Background: an optimization exercise with open tools, aiming at small area, a short achievable clock period and few clock cycles. Do not read the settings as production practice.
At most, simulation tests tie the RTL to the original design; equivalence was not proved.
Power is estimated from default activity; no workload was simulated.

## wnaf_expander
module wnaf_expander (
    input  wire       clk,
    input  wire       rst,           
    input  wire       req_valid,
    output wire       req_ready,
    input  wire       req_we,
    input  wire [8:0] req_addr,
    input  wire [7:0] req_wdata,
    output reg        rsp_valid,
    output reg        rsp_err,
    output reg  [7:0] rsp_rdata
);
For scale: about 2300 cells after synthesis.
==> flow/config.mk <==
export PLATFORM = sky130hd
export DESIGN_NAME = wnaf_expander
export DESIGN_NICKNAME = wnaf_expander
export VERILOG_FILES = /design/flow/design.v
export SDC_FILE = /design/flow/constraint.sdc
export NUM_CORES = 4
export LEC_CHECK = 0
export CAP_MARGIN = 20
export CORE_MARGIN = 2
export CORE_UTILIZATION = 35
export PLACE_DENSITY = 0.55
export SETUP_SLACK_MARGIN = 4.4
export SLEW_MARGIN = 20
==> flow/constraint.sdc <==
create_clock -name core_clock -period 7.0 [get_ports {clk}]
set_input_delay 1.4000 -clock core_clock [delete_from_list [all_inputs] [get_ports {clk}]]
set_output_delay 1.4000 -clock core_clock [all_outputs]
set_load 0.01 [all_outputs]
run.sh (not shown) runs the stock make flow with config.mk's settings and CLKGATE_MAP_FILE= SYNTH_SCRIPT=/design/flow/synth_recipe.tcl, a recipe that flattens the netlist after the stock synthesis.
Rerun with:
--- a/flow/design.v
+++ b/flow/design.v
@@ -23,18 +23,19 @@
     reg [7:0]   ring [0:31];     
     reg         rp;              
     reg [15:0]  lk;              
     reg [1:0]   ws;              
     reg [4:0]   q;               
     reg [2:0]   r;
     reg [5:0]   bm;              
     reg         stall;           
     reg         hit;             
+    reg         sk1;             
     reg         f_wsc, f_ww, f_exp, f_srst;           
     reg         f_rsc, f_rw, f_rst, f_rfc, f_rdig;    
     reg         f_v;                                  
     reg [7:0]   rq_addr;
     reg [7:0]   rq_wdata;
     assign req_ready = ~stall;
     wire accept = req_valid & ~stall;
     wire ph_idle  = (phase == PH_IDLE);
     wire ph_busy  = (phase == PH_BUSY);
@@ -82,25 +83,39 @@
         for (ci = 0; ci < 6; ci = ci + 1) begin
             c_bm[ci] = 1'b0;
             for (cj = 0; cj < 8; cj = cj + 1)
                 if (8 + ci - cj <= 3)
                     c_bm[ci] = c_bm[ci] | c_st[cj];
                 else if (8 + ci - cj <= 6)
                     c_bm[ci] = c_bm[ci] | (c_st[cj] & (ws >= (8 + ci - cj - 3)));
         end
     end
-    wire seek_single = (r != 3'd0) | ((rq_addr[7:3] == q) & (rq_addr[2:0] > r));
-    wire mv_byte   = ph_busy | (seek & ~seek_single);
-    wire mv_single = dig_now | (seek & seek_single);
-    wire xing     = mv_byte | (mv_single & (r == 3'd7));    
+    wire mv_byte   = ph_busy | (seek & ~sk1);
+    wire mv_single = dig_now | (seek & sk1);
+    wire xing      = mv_byte | (mv_single & (r == 3'd7));    
+    wire [4:0] q_p1   = q + 5'd1;
+    wire [7:0] pos_p1 = pos + 8'd1;
     wire [7:0] pos_next = start ? 8'd0 :
-                          mv_byte ? {q + 5'd1, 3'b000} :
-                          mv_single ? pos + 8'd1 : pos;
+                          mv_byte ? {q_p1, 3'b000} :
+                          mv_single ? pos_p1 : pos;
+    wire [7:0] ta = req_addr[7:0];
+    wire [7:0] tr = rq_addr;
+    wire a_z = (ta == 8'd0),            r_b = (tr == {q_p1, 3'b000});
+    wire a_b = (ta == {q_p1, 3'b000}),  r_s = (tr == pos_p1);
+    wire a_s = (ta == pos_p1);
+    wire a_h = (ta == pos);
+    wire a_hit = start ? a_z : mv_byte ? a_b : mv_single ? a_s : a_h;
+    wire r_hit = mv_byte ? r_b : r_s;
+    wire a_q0 = (ta[7:3] == 5'd0), a_q1 = (ta[7:3] == q_p1), a_q = (ta[7:3] == q);
+    wire r_q1 = (tr[7:3] == q_p1), r_q = (tr[7:3] == q);
+    wire a_sk = start ? a_q0 : mv_byte ? a_q1 :
+                mv_single ? ((r == 3'd7) ? a_q1 : 1'b1) : ((r != 3'd0) | a_q);
+    wire r_sk = mv_byte ? r_q1 : ((r == 3'd7) ? r_q1 : 1'b1);
     wire [7:0] nb1 = rp ? ring[1] : ring[0];
     wire [7:0] nb2 = rp ? ring[2] : ring[1];
     wire       new_bit = (r == 3'd0) ? ((q == 5'd31) ? 1'b0 : nb1[7])
                                      : ((q[4:1] == 4'hf) ? 1'b0 : nb2[r - 3'd1]);
     always @(posedge clk) begin
         if (start) begin
             q    <= 5'd0;
             r    <= 3'd0;
             bm   <= 6'd0;
@@ -140,33 +155,36 @@
             rp <= 1'b0;
         else
             rp <= xing & ~start;
     end
     wire i_rdig = ~req_we & req_addr[8];
     always @(posedge clk) begin
         if (rst) begin
             stall  <= 1'b0;
             hit    <= 1'b0;
+            sk1    <= 1'b0;
             f_wsc  <= 1'b0;
             f_ww   <= 1'b0;
             f_exp  <= 1'b0;
             f_srst <= 1'b0;
             f_rsc  <= 1'b0;
             f_rw   <= 1'b0;
             f_rst  <= 1'b0;
             f_rfc  <= 1'b0;
             f_rdig <= 1'b0;
             f_v    <= 1'b0;
         end else if (seek) begin
-            hit    <= (rq_addr == pos_next);
+            hit    <= r_hit;
+            sk1    <= r_sk;
         end else begin
-            stall  <= accept & i_rdig & (req_addr[7:0] != pos_next);
-            hit    <= (req_addr[7:0] == pos_next);
+            stall  <= accept & i_rdig & ~a_hit;
+            hit    <= a_hit;
+            sk1    <= a_sk;
             f_wsc  <= accept & req_we & (req_addr[8:5] == 4'b0000);
             f_ww   <= accept & req_we & (req_addr == 9'h020);
             f_exp  <= accept & req_we & (req_addr == 9'h021) & (req_wdata == 8'h01);
             f_srst <= accept & req_we & (req_addr == 9'h021) & (req_wdata == 8'h02);
             f_rsc  <= accept & ~req_we & (req_addr[8:5] == 4'b0000);
             f_rw   <= accept & ~req_we & (req_addr == 9'h020);
             f_rst  <= accept & ~req_we & (req_addr == 9'h022);
             f_rfc  <= accept & ~req_we & (req_addr == 9'h023);
             f_rdig <= accept & i_rdig;
Result:
- The new run finished with timing, DRC and antenna clean
- power rises by 2.1%
- area after synthesis rises by 1.6%
- flip-flop and latch count rises by 1
- utilization fell by 0.59 points
- worst setup slack improves by 0.044 ns
- critical path depth went down by 9
- count of clock-buffer cells in the layout climbs by 8
- cell count is about the same
- final area went down by 0.60%
Testbench counts after the change, summed over its fixed seeds: cycles 28,474.
Only the layout flow was run in the first run of this note; the RTL was not checked for function there.

## separate check: timing with driven ports
How much do the figures lean on ideal ports? The routed layouts below were timed once more, with nothing changed but the port constraints. Step 1 assumes that a clkbuf_16 drives the clock port and a buf_2 every other input. Step 2 moves the port delays by t, midway between the first and last clock arrival at a register: inputs arrive t later, outputs are due t later. That takes back most of the time a late clock gives input paths. Three values: ideal ports, drivers, drivers and shift; two values: the first two.
run	t (ns)	slack for setup (ns)	worst data-port slew with drivers (ns)	cell pins on the clock port's net
the first run	0.676	4.289 / 4.289 / 3.780	0.04	1
the second run	0.674	4.333 / 4.269 / 3.826	0.04	1
After both steps setup and hold are still met in every run listed. For the first run, which loses most, drivers alone change the setup slack by 0.000 ns; drivers and shift together by -0.509 ns.
